From an optimization exercise on the open Yosys and OpenROAD flow, aimed at small area, a short achievable clock period and few clock cycles per item; shortcuts taken in it are not production practice.
The RTL of this run was laid out without a check of its function.

==> flow/design.v <==
module mul8_pm (
    input  wire [7:0]  b,
    input  wire [3:0]  one,    
    input  wire [3:0]  two,    
    input  wire [3:0]  neg,    
    input  wire        s,      
    output wire [35:0] v,      
    output wire [3:0]  n       
);
    wire wrap = s & (b == 8'h80);
    assign n = neg ^ {4{wrap}};
    wire [8:0] b1 = {b[7], b};
    wire [8:0] b2 = {b, 1'b0};
    genvar k;
    generate
        for (k = 0; k < 4; k = k + 1) begin : row
            assign v[9*k +: 9] = (({9{one[k]}} & b1) | ({9{two[k]}} & b2)) ^ {9{n[k]}};
        end
    endgenerate
endmodule
module mul8_lane (
    input  wire [15:0] acc,
    input  wire        zero_acc,    
    input  wire [7:0]  b0,
    input  wire [7:0]  b1,
    input  wire [11:0] e0,          
    input  wire [11:0] e1,          
    input  wire        s0,          
    input  wire        s1,          
    output wire [15:0] acc_next
);
    wire [35:0] v0, v1;
    wire [3:0]  n0, n1;
    mul8_pm u_p0 (.b(b0), .one(e0[3:0]), .two(e0[7:4]), .neg(e0[11:8]), .s(s0), .v(v0), .n(n0));
    mul8_pm u_p1 (.b(b1), .one(e1[3:0]), .two(e1[7:4]), .neg(e1[11:8]), .s(s1), .v(v1), .n(n1));
    wire [15:0] as = acc & {16{~zero_acc}};
    wire t1 = as[6] ^ v0[6] ^ v0[13];
    wire t2 = (as[6] & v0[6]) | (as[6] & v0[13]) | (v0[6] & v0[13]);
    wire t3 = as[7] ^ v0[7];
    wire t4 = as[7] & v0[7];
    wire t5 = as[8] ^ ~v0[8];
    wire t6 = as[8] & ~v0[8];
    wire t7 = as[2] ^ v0[2];
    wire t8 = as[2] & v0[2];
    wire t9 = as[4] ^ v0[4] ^ v0[11];
    wire t10 = (as[4] & v0[4]) | (as[4] & v0[11]) | (v0[4] & v0[11]);
    wire t11 = v0[18] ^ v1[4];
    wire t12 = v0[18] & v1[4];
    wire t13 = as[5] ^ v0[5] ^ v0[12];
    wire t14 = (as[5] & v0[5]) | (as[5] & v0[12]) | (v0[5] & v0[12]);
    wire t15 = v0[19] ^ v1[5];
    wire t16 = v0[19] & v1[5];
    wire t17 = v0[20] ^ v0[27] ^ v1[6];
    wire t18 = (v0[20] & v0[27]) | (v0[20] & v1[6]) | (v0[27] & v1[6]);
    wire t19 = v1[13] ^ v1[20] ^ v1[27];
    wire t20 = (v1[13] & v1[20]) | (v1[13] & v1[27]) | (v1[20] & v1[27]);
    wire t21 = n0[3] ^ n1[3];
    wire t22 = n0[3] & n1[3];
    wire t23 = v0[14] ^ v0[21] ^ v0[28];
    wire t24 = (v0[14] & v0[21]) | (v0[14] & v0[28]) | (v0[21] & v0[28]);
    wire t25 = v1[7] ^ v1[14] ^ v1[21];
    wire t26 = (v1[7] & v1[14]) | (v1[7] & v1[21]) | (v1[14] & v1[21]);
    wire t27 = v1[28] ^ t3 ^ t2;
    wire t28 = (v1[28] & t3) | (v1[28] & t2) | (t3 & t2);
    wire t29 = v0[15] ^ v0[22] ^ v0[29];
    wire t30 = (v0[15] & v0[22]) | (v0[15] & v0[29]) | (v0[22] & v0[29]);
    wire t31 = ~v1[8] ^ v1[15] ^ v1[22];
    wire t32 = (~v1[8] & v1[15]) | (~v1[8] & v1[22]) | (v1[15] & v1[22]);
    wire t33 = v1[29] ^ t4 ^ t5;
    wire t34 = (v1[29] & t4) | (v1[29] & t5) | (t4 & t5);
    wire t35 = ~(as[9] ^ v0[16]);
    wire t36 = as[9] | v0[16];
    wire t37 = v0[23] ^ v0[30] ^ v1[16];
    wire t38 = (v0[23] & v0[30]) | (v0[23] & v1[16]) | (v0[30] & v1[16]);
    wire t39 = v1[23] ^ v1[30] ^ t6;
    wire t40 = (v1[23] & v1[30]) | (v1[23] & t6) | (v1[30] & t6);
    wire t41 = ~(as[10] ^ ~v0[17]);
    wire t42 = as[10] | ~v0[17];
    wire t43 = v0[24] ^ v0[31] ^ ~v1[17];
    wire t44 = (v0[24] & v0[31]) | (v0[24] & ~v1[17]) | (v0[31] & ~v1[17]);
    wire t45 = v1[24] ^ v1[31];
    wire t46 = v1[24] & v1[31];
    wire t47 = as[11] ^ v0[25] ^ v0[32];
    wire t48 = (as[11] & v0[25]) | (as[11] & v0[32]) | (v0[25] & v0[32]);
    wire t49 = ~as[12];
    wire t50 = as[12];
    wire t51 = as[0] ^ v0[0];
    wire t52 = as[0] & v0[0];
    wire t53 = v0[9] ^ v1[2] ^ v1[9];
    wire t54 = (v0[9] & v1[2]) | (v0[9] & v1[9]) | (v1[2] & v1[9]);
    wire t55 = as[3] ^ v0[3] ^ v0[10];
    wire t56 = (as[3] & v0[3]) | (as[3] & v0[10]) | (v0[3] & v0[10]);
    wire t57 = v1[3] ^ v1[10];
    wire t58 = v1[3] & v1[10];
    wire t59 = v1[11] ^ v1[18] ^ n0[2];
    wire t60 = (v1[11] & v1[18]) | (v1[11] & n0[2]) | (v1[18] & n0[2]);
    wire t61 = n1[2] ^ t11 ^ t9;
    wire t62 = (n1[2] & t11) | (n1[2] & t9) | (t11 & t9);
    wire t63 = v1[12] ^ v1[19] ^ t12;
    wire t64 = (v1[12] & v1[19]) | (v1[12] & t12) | (v1[19] & t12);
    wire t65 = t15 ^ t10 ^ t13;
    wire t66 = (t15 & t10) | (t15 & t13) | (t10 & t13);
    wire t67 = t16 ^ t14 ^ t17;
    wire t68 = (t16 & t14) | (t16 & t17) | (t14 & t17);
    wire t69 = t19 ^ t1 ^ t21;
    wire t70 = (t19 & t1) | (t19 & t21) | (t1 & t21);
    wire t71 = t18 ^ t20 ^ t22;
    wire t72 = (t18 & t20) | (t18 & t22) | (t20 & t22);
    wire t73 = t23 ^ t25 ^ t27;
    wire t74 = (t23 & t25) | (t23 & t27) | (t25 & t27);
    wire t75 = t24 ^ t26 ^ t29;
    wire t76 = (t24 & t26) | (t24 & t29) | (t26 & t29);
    wire t77 = t31 ^ t33 ^ t28;
    wire t78 = (t31 & t33) | (t31 & t28) | (t33 & t28);
    wire t79 = t30 ^ t32 ^ t35;
    wire t80 = (t30 & t32) | (t30 & t35) | (t32 & t35);
    wire t81 = t37 ^ t34 ^ t39;
    wire t82 = (t37 & t34) | (t37 & t39) | (t34 & t39);
    wire t83 = t45 ^ t36 ^ t38;
    wire t84 = (t45 & t36) | (t45 & t38) | (t36 & t38);
    wire t85 = t41 ^ t43 ^ t40;
    wire t86 = (t41 & t43) | (t41 & t40) | (t43 & t40);
    wire t87 = v1[25] ^ v1[32] ^ t46;
    wire t88 = (v1[25] & v1[32]) | (v1[25] & t46) | (v1[32] & t46);
    wire t89 = t42 ^ t44 ^ t47;
    wire t90 = (t42 & t44) | (t42 & t47) | (t44 & t47);
    wire t91 = t49 ^ ~v0[26] ^ v0[33];
    wire t92 = (t49 & ~v0[26]) | (t49 & v0[33]) | (~v0[26] & v0[33]);
    wire t93 = ~v1[26] ^ v1[33] ^ t48;
    wire t94 = (~v1[26] & v1[33]) | (~v1[26] & t48) | (v1[33] & t48);
    wire t95 = as[13] ^ t50 ^ v0[34];
    wire t96 = (as[13] & t50) | (as[13] & v0[34]) | (t50 & v0[34]);
    wire t97 = ~as[14];
    wire t98 = as[14];
    wire t99 = v1[0] ^ n0[0];
    wire t100 = v1[0] & n0[0];
    wire t101 = as[1] ^ v0[1] ^ v1[1];
    wire t102 = (as[1] & v0[1]) | (as[1] & v1[1]) | (v0[1] & v1[1]);
    wire t103 = n0[1] ^ n1[1] ^ t7;
    wire t104 = (n0[1] & n1[1]) | (n0[1] & t7) | (n1[1] & t7);
    wire t105 = t8 ^ t57 ^ t54;
    wire t106 = (t8 & t57) | (t8 & t54) | (t57 & t54);
    wire t107 = t58 ^ t56 ^ t59;
    wire t108 = (t58 & t56) | (t58 & t59) | (t56 & t59);
    wire t109 = t60 ^ t63 ^ t62;
    wire t110 = (t60 & t63) | (t60 & t62) | (t63 & t62);
    wire t111 = t64 ^ t66 ^ t67;
    wire t112 = (t64 & t66) | (t64 & t67) | (t66 & t67);
    wire t113 = t68 ^ t70 ^ t71;
    wire t114 = (t68 & t70) | (t68 & t71) | (t70 & t71);
    wire t115 = t72 ^ t75 ^ t74;
    wire t116 = (t72 & t75) | (t72 & t74) | (t75 & t74);
    wire t117 = t76 ^ t79 ^ t81;
    wire t118 = (t76 & t79) | (t76 & t81) | (t79 & t81);
    wire t119 = t83 ^ t80 ^ t82;
    wire t120 = (t83 & t80) | (t83 & t82) | (t80 & t82);
    wire t121 = t87 ^ t84 ^ t89;
    wire t122 = (t87 & t84) | (t87 & t89) | (t84 & t89);
    wire t123 = t91 ^ t88 ^ t93;
    wire t124 = (t91 & t88) | (t91 & t93) | (t88 & t93);
    wire t125 = v1[34] ^ t92 ^ t95;
    wire t126 = (v1[34] & t92) | (v1[34] & t95) | (t92 & t95);
    wire t127 = t97 ^ ~v0[35] ^ ~v1[35];
    wire t128 = (t97 & ~v0[35]) | (t97 & ~v1[35]) | (~v0[35] & ~v1[35]);
    wire t129 = ~~as[15];
    wire t130 = ~as[15];
    wire t131 = n1[0] ^ t51;
    wire t132 = n1[0] & t51;
    wire t133 = t52 ^ t100 ^ t101;
    wire t134 = (t52 & t100) | (t52 & t101) | (t100 & t101);
    wire t135 = t102 ^ t53 ^ t103;
    wire t136 = (t102 & t53) | (t102 & t103) | (t53 & t103);
    wire t137 = t55 ^ t104 ^ t105;
    wire t138 = (t55 & t104) | (t55 & t105) | (t104 & t105);
    wire t139 = t106 ^ t61 ^ t107;
    wire t140 = (t106 & t61) | (t106 & t107) | (t61 & t107);
    wire t141 = t65 ^ t108 ^ t109;
    wire t142 = (t65 & t108) | (t65 & t109) | (t108 & t109);
    wire t143 = t69 ^ t110 ^ t111;
    wire t144 = (t69 & t110) | (t69 & t111) | (t110 & t111);
    wire t145 = t112 ^ t73 ^ t113;
    wire t146 = (t112 & t73) | (t112 & t113) | (t73 & t113);
    wire t147 = t77 ^ t114 ^ t115;
    wire t148 = (t77 & t114) | (t77 & t115) | (t114 & t115);
    wire t149 = t78 ^ t117 ^ t116;
    wire t150 = (t78 & t117) | (t78 & t116) | (t117 & t116);
    wire t151 = t85 ^ t118 ^ t119;
    wire t152 = (t85 & t118) | (t85 & t119) | (t118 & t119);
    wire t153 = t86 ^ t121 ^ t120;
    wire t154 = (t86 & t121) | (t86 & t120) | (t121 & t120);
    wire t155 = t90 ^ t122 ^ t123;
    wire t156 = (t90 & t122) | (t90 & t123) | (t122 & t123);
    wire t157 = t94 ^ t125 ^ t124;
    wire t158 = (t94 & t125) | (t94 & t124) | (t125 & t124);
    wire t159 = t96 ^ t127 ^ t126;
    wire t160 = (t96 & t127) | (t96 & t126) | (t127 & t126);
    wire t161 = t98 ^ t129 ^ t128;
    wire t162 = (t98 & t129) | (t98 & t128) | (t129 & t128);
    wire [17:0] x = {1'b1, t162, t160, t158, t156, t154, t152, t150, t148, t146, t144, t142, t140, t138, t136, t134, t132, t131};
    wire [17:0] y = {1'b0, t130, t161, t159, t157, t155, t153, t151, t149, t147, t145, t143, t141, t139, t137, t135, t133, t99};
    wire qg0 = t131 & t99;
    wire qp0 = t131 ^ t99;
    wire qg1 = t132 & t133;
    wire qp1 = t132 ^ t133;
    wire qg2 = t134 & t135;
    wire qp2 = t134 ^ t135;
    wire qg3 = t136 & t137;
    wire qp3 = t136 ^ t137;
    wire qg4 = t138 & t139;
    wire qp4 = t138 ^ t139;
    wire qg5 = t140 & t141;
    wire qp5 = t140 ^ t141;
    wire qg6 = t142 & t143;
    wire qp6 = t142 ^ t143;
    wire qg7 = t144 & t145;
    wire qp7 = t144 ^ t145;
    wire qg8 = t146 & t147;
    wire qp8 = t146 ^ t147;
    wire qg9 = t148 & t149;
    wire qp9 = t148 ^ t149;
    wire qg10 = t150 & t151;
    wire qp10 = t150 ^ t151;
    wire qg11 = t152 & t153;
    wire qp11 = t152 ^ t153;
    wire qg12 = t154 & t155;
    wire qp12 = t154 ^ t155;
    wire qg13 = t156 & t157;
    wire qp13 = t156 ^ t157;
    wire qg14 = t158 & t159;
    wire qp14 = t158 ^ t159;
    wire qg15 = t160 & t161;
    wire qp15 = t160 ^ t161;
    wire qg16 = t162 & t130;
    wire qp16 = t162 ^ t130;
    wire qc1_g = qg1 | (qp1 & qg0);
    wire qc1_p = qp1 & qp0;
    wire qc2_g = qg3 | (qp3 & qg2);
    wire qc2_p = qp3 & qp2;
    wire qc3_g = qg5 | (qp5 & qg4);
    wire qc3_p = qp5 & qp4;
    wire qc4_g = qg7 | (qp7 & qg6);
    wire qc4_p = qp7 & qp6;
    wire qc5_g = qg9 | (qp9 & qg8);
    wire qc5_p = qp9 & qp8;
    wire qc6_g = qg11 | (qp11 & qg10);
    wire qc6_p = qp11 & qp10;
    wire qc7_g = qg13 | (qp13 & qg12);
    wire qc7_p = qp13 & qp12;
    wire qc8_g = qg15 | (qp15 & qg14);
    wire qc8_p = qp15 & qp14;
    wire qc9_g = 1'b1 & qg16;
    wire qc9_p = 1'b1 & qp16;
    wire qc10_g = qg2 | (qp2 & qc1_g);
    wire qc10_p = qp2 & qc1_p;
    wire qc11_g = qc2_g | (qc2_p & qc1_g);
    wire qc11_p = qc2_p & qc1_p;
    wire qc12_g = qg6 | (qp6 & qc3_g);
    wire qc12_p = qp6 & qc3_p;
    wire qc13_g = qc4_g | (qc4_p & qc3_g);
    wire qc13_p = qc4_p & qc3_p;
    wire qc14_g = qg10 | (qp10 & qc5_g);
    wire qc14_p = qp10 & qc5_p;
    wire qc15_g = qc6_g | (qc6_p & qc5_g);
    wire qc15_p = qc6_p & qc5_p;
    wire qc16_g = qg14 | (qp14 & qc7_g);
    wire qc16_p = qp14 & qc7_p;
    wire qc17_g = qc8_g | (qc8_p & qc7_g);
    wire qc17_p = qc8_p & qc7_p;
    wire qc18_g = qg4 | (qp4 & qc11_g);
    wire qc18_p = qp4 & qc11_p;
    wire qc19_g = qc3_g | (qc3_p & qc11_g);
    wire qc19_p = qc3_p & qc11_p;
    wire qc20_g = qc12_g | (qc12_p & qc11_g);
    wire qc20_p = qc12_p & qc11_p;
    wire qc21_g = qc13_g | (qc13_p & qc11_g);
    wire qc21_p = qc13_p & qc11_p;
    wire qc22_g = qg12 | (qp12 & qc15_g);
    wire qc22_p = qp12 & qc15_p;
    wire qc23_g = qc7_g | (qc7_p & qc15_g);
    wire qc23_p = qc7_p & qc15_p;
    wire qc24_g = qc16_g | (qc16_p & qc15_g);
    wire qc24_p = qc16_p & qc15_p;
    wire qc25_g = qc17_g | (qc17_p & qc15_g);
    wire qc25_p = qc17_p & qc15_p;
    wire qc26_g = qg8 | (qp8 & qc21_g);
    wire qc26_p = qp8 & qc21_p;
    wire qc27_g = qc5_g | (qc5_p & qc21_g);
    wire qc27_p = qc5_p & qc21_p;
    wire qc28_g = qc14_g | (qc14_p & qc21_g);
    wire qc28_p = qc14_p & qc21_p;
    wire qc29_g = qc15_g | (qc15_p & qc21_g);
    wire qc29_p = qc15_p & qc21_p;
    wire qc30_g = qc22_g | (qc22_p & qc21_g);
    wire qc30_p = qc22_p & qc21_p;
    wire qc31_g = qc23_g | (qc23_p & qc21_g);
    wire qc31_p = qc23_p & qc21_p;
    wire qc32_g = qc24_g | (qc24_p & qc21_g);
    wire qc32_p = qc24_p & qc21_p;
    wire qc33_g = qc25_g | (qc25_p & qc21_g);
    wire qc33_p = qc25_p & qc21_p;
    wire qc34_g = qg16 | (qp16 & qc33_g);
    wire qc34_p = qp16 & qc33_p;
    wire qc35_g = qc9_g | (qc9_p & qc33_g);
    wire qc35_p = qc9_p & qc33_p;
    wire qs1 = qp1 ^ qg0;
    wire qs2 = qp2 ^ qc1_g;
    wire qs3 = qp3 ^ qc10_g;
    wire qs4 = qp4 ^ qc11_g;
    wire qs5 = qp5 ^ qc18_g;
    wire qs6 = qp6 ^ qc19_g;
    wire qs7 = qp7 ^ qc20_g;
    wire qs8 = qp8 ^ qc21_g;
    wire qs9 = qp9 ^ qc26_g;
    wire qs10 = qp10 ^ qc27_g;
    wire qs11 = qp11 ^ qc28_g;
    wire qs12 = qp12 ^ qc29_g;
    wire qs13 = qp13 ^ qc30_g;
    wire qs14 = qp14 ^ qc31_g;
    wire qs15 = qp15 ^ qc32_g;
    wire qs16 = qp16 ^ qc33_g;
    wire qs17 = 1'b1 ^ qc34_g;
    wire [17:0] sum = {qs17, qs16, qs15, qs14, qs13, qs12, qs11, qs10, qs9, qs8, qs7, qs6, qs5, qs4, qs3, qs2, qs1, qp0};
    wire ovf = (sum[17] != sum[16]) || (sum[17] != sum[15]);
    assign acc_next = ovf ? {sum[17], {15{~sum[17]}}} : sum[15:0];
endmodule
module red8 (
    input  wire [127:0] l,
    output wire [18:0]  s
);
    wire r1 = l[0] ^ l[16] ^ l[32];
    wire r2 = (l[0] & l[16]) | (l[0] & l[32]) | (l[16] & l[32]);
    wire r3 = l[1] ^ l[17] ^ l[33];
    wire r4 = (l[1] & l[17]) | (l[1] & l[33]) | (l[17] & l[33]);
    wire r5 = l[49] ^ l[65];
    wire r6 = l[49] & l[65];
    wire r7 = l[2] ^ l[18] ^ l[34];
    wire r8 = (l[2] & l[18]) | (l[2] & l[34]) | (l[18] & l[34]);
    wire r9 = l[50] ^ l[66] ^ l[82];
    wire r10 = (l[50] & l[66]) | (l[50] & l[82]) | (l[66] & l[82]);
    wire r11 = l[3] ^ l[19] ^ l[35];
    wire r12 = (l[3] & l[19]) | (l[3] & l[35]) | (l[19] & l[35]);
    wire r13 = l[51] ^ l[67] ^ l[83];
    wire r14 = (l[51] & l[67]) | (l[51] & l[83]) | (l[67] & l[83]);
    wire r15 = l[4] ^ l[20] ^ l[36];
    wire r16 = (l[4] & l[20]) | (l[4] & l[36]) | (l[20] & l[36]);
    wire r17 = l[52] ^ l[68] ^ l[84];
    wire r18 = (l[52] & l[68]) | (l[52] & l[84]) | (l[68] & l[84]);
    wire r19 = l[5] ^ l[21] ^ l[37];
    wire r20 = (l[5] & l[21]) | (l[5] & l[37]) | (l[21] & l[37]);
    wire r21 = l[53] ^ l[69] ^ l[85];
    wire r22 = (l[53] & l[69]) | (l[53] & l[85]) | (l[69] & l[85]);
    wire r23 = l[6] ^ l[22] ^ l[38];
    wire r24 = (l[6] & l[22]) | (l[6] & l[38]) | (l[22] & l[38]);
    wire r25 = l[54] ^ l[70] ^ l[86];
    wire r26 = (l[54] & l[70]) | (l[54] & l[86]) | (l[70] & l[86]);
    wire r27 = l[7] ^ l[23] ^ l[39];
    wire r28 = (l[7] & l[23]) | (l[7] & l[39]) | (l[23] & l[39]);
    wire r29 = l[55] ^ l[71] ^ l[87];
    wire r30 = (l[55] & l[71]) | (l[55] & l[87]) | (l[71] & l[87]);
    wire r31 = l[8] ^ l[24] ^ l[40];
    wire r32 = (l[8] & l[24]) | (l[8] & l[40]) | (l[24] & l[40]);
    wire r33 = l[56] ^ l[72] ^ l[88];
    wire r34 = (l[56] & l[72]) | (l[56] & l[88]) | (l[72] & l[88]);
    wire r35 = l[9] ^ l[25] ^ l[41];
    wire r36 = (l[9] & l[25]) | (l[9] & l[41]) | (l[25] & l[41]);
    wire r37 = l[57] ^ l[73] ^ l[89];
    wire r38 = (l[57] & l[73]) | (l[57] & l[89]) | (l[73] & l[89]);
    wire r39 = l[10] ^ l[26] ^ l[42];
    wire r40 = (l[10] & l[26]) | (l[10] & l[42]) | (l[26] & l[42]);
    wire r41 = l[58] ^ l[74] ^ l[90];
    wire r42 = (l[58] & l[74]) | (l[58] & l[90]) | (l[74] & l[90]);
    wire r43 = l[11] ^ l[27] ^ l[43];
    wire r44 = (l[11] & l[27]) | (l[11] & l[43]) | (l[27] & l[43]);
    wire r45 = l[59] ^ l[75] ^ l[91];
    wire r46 = (l[59] & l[75]) | (l[59] & l[91]) | (l[75] & l[91]);
    wire r47 = l[12] ^ l[28] ^ l[44];
    wire r48 = (l[12] & l[28]) | (l[12] & l[44]) | (l[28] & l[44]);
    wire r49 = l[60] ^ l[76] ^ l[92];
    wire r50 = (l[60] & l[76]) | (l[60] & l[92]) | (l[76] & l[92]);
    wire r51 = l[13] ^ l[29] ^ l[45];
    wire r52 = (l[13] & l[29]) | (l[13] & l[45]) | (l[29] & l[45]);
    wire r53 = l[61] ^ l[77] ^ l[93];
    wire r54 = (l[61] & l[77]) | (l[61] & l[93]) | (l[77] & l[93]);
    wire r55 = l[14] ^ l[30] ^ l[46];
    wire r56 = (l[14] & l[30]) | (l[14] & l[46]) | (l[30] & l[46]);
    wire r57 = l[62] ^ l[78] ^ l[94];
    wire r58 = (l[62] & l[78]) | (l[62] & l[94]) | (l[78] & l[94]);
    wire r59 = ~l[15] ^ ~l[31] ^ ~l[47];
    wire r60 = (~l[15] & ~l[31]) | (~l[15] & ~l[47]) | (~l[31] & ~l[47]);
    wire r61 = ~l[63] ^ ~l[79] ^ ~l[95];
    wire r62 = (~l[63] & ~l[79]) | (~l[63] & ~l[95]) | (~l[79] & ~l[95]);
    wire r63 = l[48] ^ l[64] ^ l[80];
    wire r64 = (l[48] & l[64]) | (l[48] & l[80]) | (l[64] & l[80]);
    wire r65 = l[81] ^ l[97] ^ l[113];
    wire r66 = (l[81] & l[97]) | (l[81] & l[113]) | (l[97] & l[113]);
    wire r67 = r5 ^ r2;
    wire r68 = r5 & r2;
    wire r69 = l[98] ^ l[114] ^ r6;
    wire r70 = (l[98] & l[114]) | (l[98] & r6) | (l[114] & r6);
    wire r71 = r4 ^ r7 ^ r9;
    wire r72 = (r4 & r7) | (r4 & r9) | (r7 & r9);
    wire r73 = l[99] ^ l[115] ^ r8;
    wire r74 = (l[99] & l[115]) | (l[99] & r8) | (l[115] & r8);
    wire r75 = r10 ^ r11 ^ r13;
    wire r76 = (r10 & r11) | (r10 & r13) | (r11 & r13);
    wire r77 = l[100] ^ l[116] ^ r12;
    wire r78 = (l[100] & l[116]) | (l[100] & r12) | (l[116] & r12);
    wire r79 = r14 ^ r15 ^ r17;
    wire r80 = (r14 & r15) | (r14 & r17) | (r15 & r17);
    wire r81 = l[101] ^ l[117] ^ r16;
    wire r82 = (l[101] & l[117]) | (l[101] & r16) | (l[117] & r16);
    wire r83 = r18 ^ r19 ^ r21;
    wire r84 = (r18 & r19) | (r18 & r21) | (r19 & r21);
    wire r85 = l[102] ^ l[118] ^ r20;
    wire r86 = (l[102] & l[118]) | (l[102] & r20) | (l[118] & r20);
    wire r87 = r22 ^ r23 ^ r25;
    wire r88 = (r22 & r23) | (r22 & r25) | (r23 & r25);
    wire r89 = l[103] ^ l[119] ^ r24;
    wire r90 = (l[103] & l[119]) | (l[103] & r24) | (l[119] & r24);
    wire r91 = r26 ^ r27 ^ r29;
    wire r92 = (r26 & r27) | (r26 & r29) | (r27 & r29);
    wire r93 = l[104] ^ l[120] ^ r28;
    wire r94 = (l[104] & l[120]) | (l[104] & r28) | (l[120] & r28);
    wire r95 = r30 ^ r31 ^ r33;
    wire r96 = (r30 & r31) | (r30 & r33) | (r31 & r33);
    wire r97 = l[105] ^ l[121] ^ r32;
    wire r98 = (l[105] & l[121]) | (l[105] & r32) | (l[121] & r32);
    wire r99 = r34 ^ r35 ^ r37;
    wire r100 = (r34 & r35) | (r34 & r37) | (r35 & r37);
    wire r101 = l[106] ^ l[122] ^ r36;
    wire r102 = (l[106] & l[122]) | (l[106] & r36) | (l[122] & r36);
    wire r103 = r38 ^ r39 ^ r41;
    wire r104 = (r38 & r39) | (r38 & r41) | (r39 & r41);
    wire r105 = l[107] ^ l[123] ^ r40;
    wire r106 = (l[107] & l[123]) | (l[107] & r40) | (l[123] & r40);
    wire r107 = r42 ^ r43 ^ r45;
    wire r108 = (r42 & r43) | (r42 & r45) | (r43 & r45);
    wire r109 = l[108] ^ l[124] ^ r44;
    wire r110 = (l[108] & l[124]) | (l[108] & r44) | (l[124] & r44);
    wire r111 = r46 ^ r47 ^ r49;
    wire r112 = (r46 & r47) | (r46 & r49) | (r47 & r49);
    wire r113 = l[109] ^ l[125] ^ r48;
    wire r114 = (l[109] & l[125]) | (l[109] & r48) | (l[125] & r48);
    wire r115 = r50 ^ r51 ^ r53;
    wire r116 = (r50 & r51) | (r50 & r53) | (r51 & r53);
    wire r117 = l[110] ^ l[126] ^ r52;
    wire r118 = (l[110] & l[126]) | (l[110] & r52) | (l[126] & r52);
    wire r119 = r54 ^ r55 ^ r57;
    wire r120 = (r54 & r55) | (r54 & r57) | (r55 & r57);
    wire r121 = ~l[111] ^ ~l[127] ^ r56;
    wire r122 = (~l[111] & ~l[127]) | (~l[111] & r56) | (~l[127] & r56);
    wire r123 = r58 ^ r59 ^ r61;
    wire r124 = (r58 & r59) | (r58 & r61) | (r59 & r61);
    wire r125 = l[96] ^ l[112];
    wire r126 = l[96] & l[112];
    wire r127 = r64 ^ r65 ^ r3;
    wire r128 = (r64 & r65) | (r64 & r3) | (r65 & r3);
    wire r129 = r66 ^ r68 ^ r69;
    wire r130 = (r66 & r68) | (r66 & r69) | (r68 & r69);
    wire r131 = r70 ^ r72 ^ r73;
    wire r132 = (r70 & r72) | (r70 & r73) | (r72 & r73);
    wire r133 = r74 ^ r76 ^ r77;
    wire r134 = (r74 & r76) | (r74 & r77) | (r76 & r77);
    wire r135 = r78 ^ r80 ^ r81;
    wire r136 = (r78 & r80) | (r78 & r81) | (r80 & r81);
    wire r137 = r82 ^ r84 ^ r85;
    wire r138 = (r82 & r84) | (r82 & r85) | (r84 & r85);
    wire r139 = r86 ^ r88 ^ r89;
    wire r140 = (r86 & r88) | (r86 & r89) | (r88 & r89);
    wire r141 = r90 ^ r92 ^ r93;
    wire r142 = (r90 & r92) | (r90 & r93) | (r92 & r93);
    wire r143 = r94 ^ r96 ^ r97;
    wire r144 = (r94 & r96) | (r94 & r97) | (r96 & r97);
    wire r145 = r98 ^ r100 ^ r101;
    wire r146 = (r98 & r100) | (r98 & r101) | (r100 & r101);
    wire r147 = r102 ^ r104 ^ r105;
    wire r148 = (r102 & r104) | (r102 & r105) | (r104 & r105);
    wire r149 = r106 ^ r108 ^ r109;
    wire r150 = (r106 & r108) | (r106 & r109) | (r108 & r109);
    wire r151 = r110 ^ r112 ^ r113;
    wire r152 = (r110 & r112) | (r110 & r113) | (r112 & r113);
    wire r153 = r114 ^ r116 ^ r117;
    wire r154 = (r114 & r116) | (r114 & r117) | (r116 & r117);
    wire r155 = r118 ^ r120 ^ r121;
    wire r156 = (r118 & r120) | (r118 & r121) | (r120 & r121);
    wire r157 = r60 ^ r62 ^ r122;
    wire r158 = (r60 & r62) | (r60 & r122) | (r62 & r122);
    wire r159 = r125 ^ r63;
    wire r160 = r125 & r63;
    wire r161 = r126 ^ r67 ^ r127;
    wire r162 = (r126 & r67) | (r126 & r127) | (r67 & r127);
    wire r163 = r128 ^ r71 ^ r129;
    wire r164 = (r128 & r71) | (r128 & r129) | (r71 & r129);
    wire r165 = r75 ^ r130 ^ r131;
    wire r166 = (r75 & r130) | (r75 & r131) | (r130 & r131);
    wire r167 = r79 ^ r132 ^ r133;
    wire r168 = (r79 & r132) | (r79 & r133) | (r132 & r133);
    wire r169 = r83 ^ r134 ^ r135;
    wire r170 = (r83 & r134) | (r83 & r135) | (r134 & r135);
    wire r171 = r87 ^ r136 ^ r137;
    wire r172 = (r87 & r136) | (r87 & r137) | (r136 & r137);
    wire r173 = r91 ^ r138 ^ r139;
    wire r174 = (r91 & r138) | (r91 & r139) | (r138 & r139);
    wire r175 = r95 ^ r140 ^ r141;
    wire r176 = (r95 & r140) | (r95 & r141) | (r140 & r141);
    wire r177 = r99 ^ r142 ^ r143;
    wire r178 = (r99 & r142) | (r99 & r143) | (r142 & r143);
    wire r179 = r103 ^ r144 ^ r145;
    wire r180 = (r103 & r144) | (r103 & r145) | (r144 & r145);
    wire r181 = r107 ^ r146 ^ r147;
    wire r182 = (r107 & r146) | (r107 & r147) | (r146 & r147);
    wire r183 = r111 ^ r148 ^ r149;
    wire r184 = (r111 & r148) | (r111 & r149) | (r148 & r149);
    wire r185 = r115 ^ r150 ^ r151;
    wire r186 = (r115 & r150) | (r115 & r151) | (r150 & r151);
    wire r187 = r119 ^ r152 ^ r153;
    wire r188 = (r119 & r152) | (r119 & r153) | (r152 & r153);
    wire r189 = r123 ^ r154 ^ r155;
    wire r190 = (r123 & r154) | (r123 & r155) | (r154 & r155);
    wire r191 = r124 ^ r156 ^ r157;
    wire r192 = (r124 & r156) | (r124 & r157) | (r156 & r157);
    wire [18:0] x = {1'b1, r192, r190, r188, r186, r184, r182, r180, r178, r176, r174, r172, r170, r168, r166, r164, r162, r160, r159};
    wire [18:0] y = {1'b0, r158, r191, r189, r187, r185, r183, r181, r179, r177, r175, r173, r171, r169, r167, r165, r163, r161, r1};
    wire qg0 = r159 & r1;
    wire qp0 = r159 ^ r1;
    wire qg1 = r160 & r161;
    wire qp1 = r160 ^ r161;
    wire qg2 = r162 & r163;
    wire qp2 = r162 ^ r163;
    wire qg3 = r164 & r165;
    wire qp3 = r164 ^ r165;
    wire qg4 = r166 & r167;
    wire qp4 = r166 ^ r167;
    wire qg5 = r168 & r169;
    wire qp5 = r168 ^ r169;
    wire qg6 = r170 & r171;
    wire qp6 = r170 ^ r171;
    wire qg7 = r172 & r173;
    wire qp7 = r172 ^ r173;
    wire qg8 = r174 & r175;
    wire qp8 = r174 ^ r175;
    wire qg9 = r176 & r177;
    wire qp9 = r176 ^ r177;
    wire qg10 = r178 & r179;
    wire qp10 = r178 ^ r179;
    wire qg11 = r180 & r181;
    wire qp11 = r180 ^ r181;
    wire qg12 = r182 & r183;
    wire qp12 = r182 ^ r183;
    wire qg13 = r184 & r185;
    wire qp13 = r184 ^ r185;
    wire qg14 = r186 & r187;
    wire qp14 = r186 ^ r187;
    wire qg15 = r188 & r189;
    wire qp15 = r188 ^ r189;
    wire qg16 = r190 & r191;
    wire qp16 = r190 ^ r191;
    wire qg17 = r192 & r158;
    wire qp17 = r192 ^ r158;
    wire qc1_g = qg1 | (qp1 & qg0);
    wire qc1_p = qp1 & qp0;
    wire qc2_g = qg3 | (qp3 & qg2);
    wire qc2_p = qp3 & qp2;
    wire qc3_g = qg5 | (qp5 & qg4);
    wire qc3_p = qp5 & qp4;
    wire qc4_g = qg7 | (qp7 & qg6);
    wire qc4_p = qp7 & qp6;
    wire qc5_g = qg9 | (qp9 & qg8);
    wire qc5_p = qp9 & qp8;
    wire qc6_g = qg11 | (qp11 & qg10);
    wire qc6_p = qp11 & qp10;
    wire qc7_g = qg13 | (qp13 & qg12);
    wire qc7_p = qp13 & qp12;
    wire qc8_g = qg15 | (qp15 & qg14);
    wire qc8_p = qp15 & qp14;
    wire qc9_g = qg17 | (qp17 & qg16);
    wire qc9_p = qp17 & qp16;
    wire qc10_g = qg2 | (qp2 & qc1_g);
    wire qc10_p = qp2 & qc1_p;
    wire qc11_g = qc2_g | (qc2_p & qc1_g);
    wire qc11_p = qc2_p & qc1_p;
    wire qc12_g = qg6 | (qp6 & qc3_g);
    wire qc12_p = qp6 & qc3_p;
    wire qc13_g = qc4_g | (qc4_p & qc3_g);
    wire qc13_p = qc4_p & qc3_p;
    wire qc14_g = qg10 | (qp10 & qc5_g);
    wire qc14_p = qp10 & qc5_p;
    wire qc15_g = qc6_g | (qc6_p & qc5_g);
    wire qc15_p = qc6_p & qc5_p;
    wire qc16_g = qg14 | (qp14 & qc7_g);
    wire qc16_p = qp14 & qc7_p;
    wire qc17_g = qc8_g | (qc8_p & qc7_g);
    wire qc17_p = qc8_p & qc7_p;
    wire qc18_g = 1'b1 & qc9_g;
    wire qc18_p = 1'b1 & qc9_p;
    wire qc19_g = qg4 | (qp4 & qc11_g);
    wire qc19_p = qp4 & qc11_p;
    wire qc20_g = qc3_g | (qc3_p & qc11_g);
    wire qc20_p = qc3_p & qc11_p;
    wire qc21_g = qc12_g | (qc12_p & qc11_g);
    wire qc21_p = qc12_p & qc11_p;
    wire qc22_g = qc13_g | (qc13_p & qc11_g);
    wire qc22_p = qc13_p & qc11_p;
    wire qc23_g = qg12 | (qp12 & qc15_g);
    wire qc23_p = qp12 & qc15_p;
    wire qc24_g = qc7_g | (qc7_p & qc15_g);
    wire qc24_p = qc7_p & qc15_p;
    wire qc25_g = qc16_g | (qc16_p & qc15_g);
    wire qc25_p = qc16_p & qc15_p;
    wire qc26_g = qc17_g | (qc17_p & qc15_g);
    wire qc26_p = qc17_p & qc15_p;
    wire qc27_g = qg8 | (qp8 & qc22_g);
    wire qc27_p = qp8 & qc22_p;
    wire qc28_g = qc5_g | (qc5_p & qc22_g);
    wire qc28_p = qc5_p & qc22_p;
    wire qc29_g = qc14_g | (qc14_p & qc22_g);
    wire qc29_p = qc14_p & qc22_p;
    wire qc30_g = qc15_g | (qc15_p & qc22_g);
    wire qc30_p = qc15_p & qc22_p;
    wire qc31_g = qc23_g | (qc23_p & qc22_g);
    wire qc31_p = qc23_p & qc22_p;
    wire qc32_g = qc24_g | (qc24_p & qc22_g);
    wire qc32_p = qc24_p & qc22_p;
    wire qc33_g = qc25_g | (qc25_p & qc22_g);
    wire qc33_p = qc25_p & qc22_p;
    wire qc34_g = qc26_g | (qc26_p & qc22_g);
    wire qc34_p = qc26_p & qc22_p;
    wire qc35_g = qg16 | (qp16 & qc34_g);
    wire qc35_p = qp16 & qc34_p;
    wire qc36_g = qc9_g | (qc9_p & qc34_g);
    wire qc36_p = qc9_p & qc34_p;
    wire qc37_g = qc18_g | (qc18_p & qc34_g);
    wire qc37_p = qc18_p & qc34_p;
    wire qs1 = qp1 ^ qg0;
    wire qs2 = qp2 ^ qc1_g;
    wire qs3 = qp3 ^ qc10_g;
    wire qs4 = qp4 ^ qc11_g;
    wire qs5 = qp5 ^ qc19_g;
    wire qs6 = qp6 ^ qc20_g;
    wire qs7 = qp7 ^ qc21_g;
    wire qs8 = qp8 ^ qc22_g;
    wire qs9 = qp9 ^ qc27_g;
    wire qs10 = qp10 ^ qc28_g;
    wire qs11 = qp11 ^ qc29_g;
    wire qs12 = qp12 ^ qc30_g;
    wire qs13 = qp13 ^ qc31_g;
    wire qs14 = qp14 ^ qc32_g;
    wire qs15 = qp15 ^ qc33_g;
    wire qs16 = qp16 ^ qc34_g;
    wire qs17 = qp17 ^ qc35_g;
    wire qs18 = 1'b1 ^ qc36_g;
    assign s = {qs18, qs17, qs16, qs15, qs14, qs13, qs12, qs11, qs10, qs9, qs8, qs7, qs6, qs5, qs4, qs3, qs2, qs1, qp0};
endmodule
module intgemm_mul8_tile (
    input  wire          clk,
    input  wire          rst,          
    input  wire          in_valid,
    output reg           in_ready,
    input  wire          in_last,
    input  wire [127:0]  in_a,         
    input  wire [1023:0] in_b,         
    output reg           out_valid,
    input  wire          out_ready,
    output wire [255:0]  out_t         
);
    wire take = in_valid && in_ready && !rst;
    reg          s1_valid;
    reg          s1_last;
    reg [127:0]  s1_a;
    reg [1023:0] s1_b;
    reg          fresh;        
    reg          pend;         
    wire res = pend && (!out_valid || out_ready);    
    wire s1_valid_n  = take;
    wire pend_n      = !rst && ((s1_valid && s1_last) || (pend && !res));
    wire out_valid_n = !rst && (res || (out_valid && !out_ready));
    always @(posedge clk) begin
        s1_valid  <= s1_valid_n;
        s1_last   <= in_last;
        s1_a      <= take ? in_a : 128'd0;
        s1_b      <= in_b;
        pend      <= pend_n;
        out_valid <= out_valid_n;
        if (rst)
            fresh <= 1'b1;
        else if (s1_valid)
            fresh <= s1_last;
        in_ready  <= rst || !(((s1_valid_n && in_last) || (pend_n && out_valid_n)) &&
                              (pend_n || out_valid_n));
    end
    wire [11:0] enc [0:15];
    genvar n, j, m;
    generate
        for (n = 0; n < 16; n = n + 1) begin : benc
            wire [8:0] x = {s1_a[8*n +: 8], 1'b0};
            genvar k;
            for (k = 0; k < 4; k = k + 1) begin : dig
                wire b2 = x[2*k+2], b1 = x[2*k+1], b0 = x[2*k];
                assign enc[n][k]     = b1 ^ b0;                        
                assign enc[n][4 + k] = (b2 & ~b1 & ~b0) | (~b2 & b1 & b0);  
                assign enc[n][8 + k] = b2 & ~(b1 & b0);                
            end
        end
    endgenerate
    wire zero_acc = fresh && s1_valid;
    reg  [127:0] acc [0:7];
    wire [127:0] acc_next [0:7];
    wire [18:0]  total [0:7];
    reg  [18:0]  out_r [0:7];
    generate
        for (j = 0; j < 8; j = j + 1) begin : col
            for (m = 0; m < 8; m = m + 1) begin : lane
                mul8_lane u_lane (
                    .acc      (acc[j][16*m +: 16]),
                    .zero_acc (zero_acc),
                    .b0       (s1_b[128*j + 16*m +: 8]),
                    .b1       (s1_b[128*j + 16*m + 8 +: 8]),
                    .e0       (enc[2*m]),
                    .e1       (enc[2*m+1]),
                    .s0       (s1_a[16*m + 7]),
                    .s1       (s1_a[16*m + 15]),
                    .acc_next (acc_next[j][16*m +: 16])
                );
            end
            red8 u_red (.l(acc[j]), .s(total[j]));
            always @(posedge clk) begin
                acc[j] <= acc_next[j];
                if (res)
                    out_r[j] <= total[j];
            end
            assign out_t[32*j +: 32] = {{13{out_r[j][18]}}, out_r[j]};
        end
    endgenerate
endmodule
==> flow/run.sh <==
#!/bin/bash
# synth_recipe.tcl (not shown) runs the flow's synth.tcl, then flattens the netlist and writes it again
# the make line also repeats each setting of config.mk as NAME=value (left out here)
make -C /OpenROAD-flow-scripts/flow DESIGN_CONFIG=/design/flow/config.mk WORK_HOME=/design/flow/orfs CLKGATE_MAP_FILE= SYNTH_SCRIPT=/design/flow/synth_recipe.tcl finish
==> flow/config.mk <==
export PLATFORM = sky130hd
export DESIGN_NAME = intgemm_mul8_tile
export DESIGN_NICKNAME = intgemm_mul8_tile
export VERILOG_FILES = /design/flow/design.v
export SDC_FILE = /design/flow/constraint.sdc
export NUM_CORES = 8
export LEC_CHECK = 0
export CAP_MARGIN = 20
export CORE_MARGIN = 2
export CORE_UTILIZATION = 30
export PLACE_DENSITY = 0.4
export SLEW_MARGIN = 20
==> flow/constraint.sdc <==
create_clock -name core_clock -period 30.0 [get_ports {clk}]
set_input_delay 6.0000 -clock core_clock [delete_from_list [all_inputs] [get_ports {clk}]]
set_output_delay 6.0000 -clock core_clock [all_outputs]
set_load 0.01 [all_outputs]
==> notes.md <==
die outline area=1140000 um^2; Yosys warning total=5; CTS tree=yes; Worst Setup Slack post-DPL=20540 ps; Worst EP required=31030 ps; worst-case hold path end point=fresh; number of cell instances on the worst register-to-register path=24; unrepaired setup endpoints after global routing=no; Clk Tree Root Cell=clkbuf_16; number of placed I/O pins=1415; final clock period utilization by the worst path=31.4%; worst min path class=reg -> reg; cell area after layout=382000 um^2; number of instances in the synthesized netlist=37.0k; skew final=80.2 ps; number of DRC markers after the initial detailed-route iteration=26.3k; worst hold stages=1; first-pass GRT wire length=2380 mm; time the worst path needs with I/O delays and setup=9410 ps; clk sinks=2334; number of vias per cell=5.21; post-route worst setup slack=20590 ps; Hold WS=515 ps; max-cap violation count=0; final hold violation count=0; total number of H-tree levels=5; largest net degree at the start of global routing=107; critical hold path startpoint=s1_last; share of the yosys chip area belonging to registers=14.2%; number of buffers added on ports=1414; Clock Pin Slew Worst Setup and Hold Paths=70 ps; mean area per synthesized cell=9.18 um^2; number of buffers inserted during clock tree synthesis=342; Post-CTS Hold Fix Bufs=0; Netlist cell types=106; die span in x=1.07 mm; worst-path maximum fanout=77; area of placed instances=368000 um^2; last weighted congestion value of the routability-driven placer=0.981; initial antenna violation count=358; WL final=1760 mm; fraction of layout instances using a drive strength above 1=5.56%; top cells by area in the synthesized netlist=fa_1 30%, dfxtp_1 13%, xor2_1 8.1%; HPWL after DPL=1460 mm; Pre-Repair DR Iteration Count=7; CP startpoint kind=register; GRT Residual Overflow=0; initial core utilization=30.1%; Final setup viols=0; status=finished clean; combined global-route utilization of all metal layers=30.2%; actual transition at the worst max-transition pin=1350 ps; post-route DRC violation count=0; total negative slack=0 ps; FF+latch count, synth=2334; area of the core=1130000 um^2; number of global-route vias before repair=280k; slack of the worst reg-to-reg path=20590 ps; type of the worst setup path=reg -> reg; Clock Latency Late Sink=1150 ps; share of the synthesized area in the top cell type=29.8%; post_cts resized=0; FP Rows=390; fraction of synthesis flops using an asynchronous set or reset pin=0%; syn_nets=45.2k; total via count after detailed routing=276k; arrival time at the worst endpoint=10440 ps; largest area contributor in the netlist=fa_1; ys flop type=dfxtp_1; y dimension of the die=1.07 mm; Layout Area Growth over Synthesis=12.6%; number of buffers added for setup after CTS=0; R2R Path End=acc[3][101]; Post-synth EDFFs=152; average routed wire per standard cell=33.3 um; worst slew margin relative to its limit=9.53%; maximum clock frequency=0.106 GHz; combined area of all synthesized cells=340000 um^2; number of slew-limit violations in the final report=0; CP Capture Type=register; Detail Route Antenna Nets=0; Bufs on Longest Clock Path=5; final layout net count=44.8k; startpoint of the most critical register-to-register path=fresh
-- critical path, stage by stage, from the launching register on --
cell and delay, ps:
dfxtp_4 500, nand2_4 440, buf_4 590, buf_4 500, buf_12 390, buf_4 520, and2_1 210, ha_1 140
inv_1 50, fa_1 530, inv_1 60, fa_1 450, fa_1 530, fa_1 520, ha_1 370, a21o_1 180
a21o_1 200, nor4_2 350, nor3_1 120, o31a_1 340, or2_2 300, fa_1 1010, inv_1 170, o31a_1 370
a31oi_1 150
-- per-layer routing --
| metal | wire length [um] | up-vias | GRT usage [%] | share of wire, % |
|---|---|---|---|---|
| met4 | 138000 | 60 | 21.0 | 7.8 |
| met3 | 133000 | 2261 | 6.64 | 7.5 |
| li1 | - | 120000 | - | - |
| met1 | 717000 | 142000 | 38.3 | 41 |
| met5 | 633 | - | 0.165 | 0.036 |
| met2 | 773000 | 11100 | 45.8 | 44 |
-- kinds of logic after synthesis --
| family | count (synthesis) | synth area share, % |
|---|---|---|
| flip-flops | 2334 | 14.2 |
| AND/OR/NAND/NOR | 5954 | 8.60 |
| XOR/XNOR | 5960 | 15.5 |
| multiplexers | 453 | 1.40 |
| buffers and inverters | 7689 | 8.74 |
| AO/OA/AOI/OAI | 7532 | 14.3 |
| adder cells (fa/ha/maj) | 7072 | 37.2 |
-- flip-flops by register name, indices dropped and copies added (netlist names) --
register	count
acc	1024
pend	1
s1_last	1
out_valid	1
in_ready	1
out_r	152
fresh	1
s1_b	1024
s1_valid	1
s1_a	128
-- synth_stat cells (all sizes together), types with 51 or more instances --
master	n
or2	108
buf	937
nand4	110
o21ai	1443
inv	4653
nand3	259
a31oi	170
mux2	167
o21bai	68
o211ai	171
clkbuf	2092
dfxtp	2182
nor4	60
a21o	268
ha	2008
a21oi	1998
nand2	2419
and4	54
mux2i	286
nor3b	305
and2	430
xnor2	2771
nand3b	61
a211oi	51
nor3	190
edfxtp	152
fa	5064
nor2b	282
o221ai	87
a22oi	2707
nor2	940
nand2b	536
xor2	3189
o21a	186
-- per-stage QoR --
stage / util [%] / std cells
after floorplan: - / 37000
after global placement: 32.6 / 51300
after detailed placement: 32.6 / 51300
after CTS: 33.7 / 51900
after global routing: 33.9 / 52800
final: 33.9 / 52900
-- cell type report --
type / count / area [um^2]
antenna: 955 / 2390
clock buffer: 431 / 9570
clock inverter: 197 / 2440
fill: 117000 / 746000
inverter: 4660 / 17500
multi-input combinational: 27000 / 263000
sequential: 2334 / 48400
tap: 15100 / 18900
timing repair buffer: 2230 / 20400
-- cells in the final DEF, fill, tap and decap left out, types with 186 or more instances in the layout --
cell type	n
a22oi_1	2707
xor2_1	3147
clkdlybuf4s50_1	1414
and2_1	428
o21ai_0	1295
fa_1	5056
buf_4	805
clkbuf_16	354
nor3b_1	305
inv_1	4650
diode_2	955
nand3_1	259
nor2_1	925
xnor2_1	2733
a21o_1	268
nand2_1	2417
dfxtp_1	2145
a21oi_1	1972
nor3_1	186
ha_1	1960
mux2i_1	285
nand2b_1	535
nor2b_1	254
-- how the worst max path moves through the flow --
stage                          from  slack [ps]  cells after the start          end
final                         fresh       20590                     24  acc[3][101]
after global routing          fresh       20150                     24  acc[3][101]
after CTS                     fresh       20590                     24  acc[3][101]
after detailed placement        rst       20540                      5      s1_a[5]
after global placement          rst       20560                      5      s1_a[0]
after floorplan           out_ready       16540                      2  out_r[0][0]

-- what the ideal ports hide --
No port has a modelled driver above. Below, the same layout with a new extraction and two added sets of constraints.
Step 1 (the two cells are an assumption about what drives the block):
set clk [get_ports {clk}]
set_driving_cell -lib_cell sky130_fd_sc_hd__clkbuf_16 $clk
set_driving_cell -lib_cell sky130_fd_sc_hd__buf_2 [delete_from_list [all_inputs] $clk]
Step 2, shift: input delay + t, output delay - t, t = (earliest + latest rising clock arrival at the registers) / 2. This alone moves slack from input paths to output paths.
Slacks: ideal / step 1 / step 2; pairs: ideal / step 1.
t (ns): 1.289
slack for setup (ns): 20.585 / 20.585 / 20.398
hold WS [ns]: 0.515 / 0.515 / 0.515
clock arrival spread, ns: 0.081 / 0.082
worst slew at a driven data input, ns: 0.53
After both steps setup and hold are still met in this run. For this run, drivers alone change the setup slack by 0.000 ns; drivers and shift together by -0.187 ns.
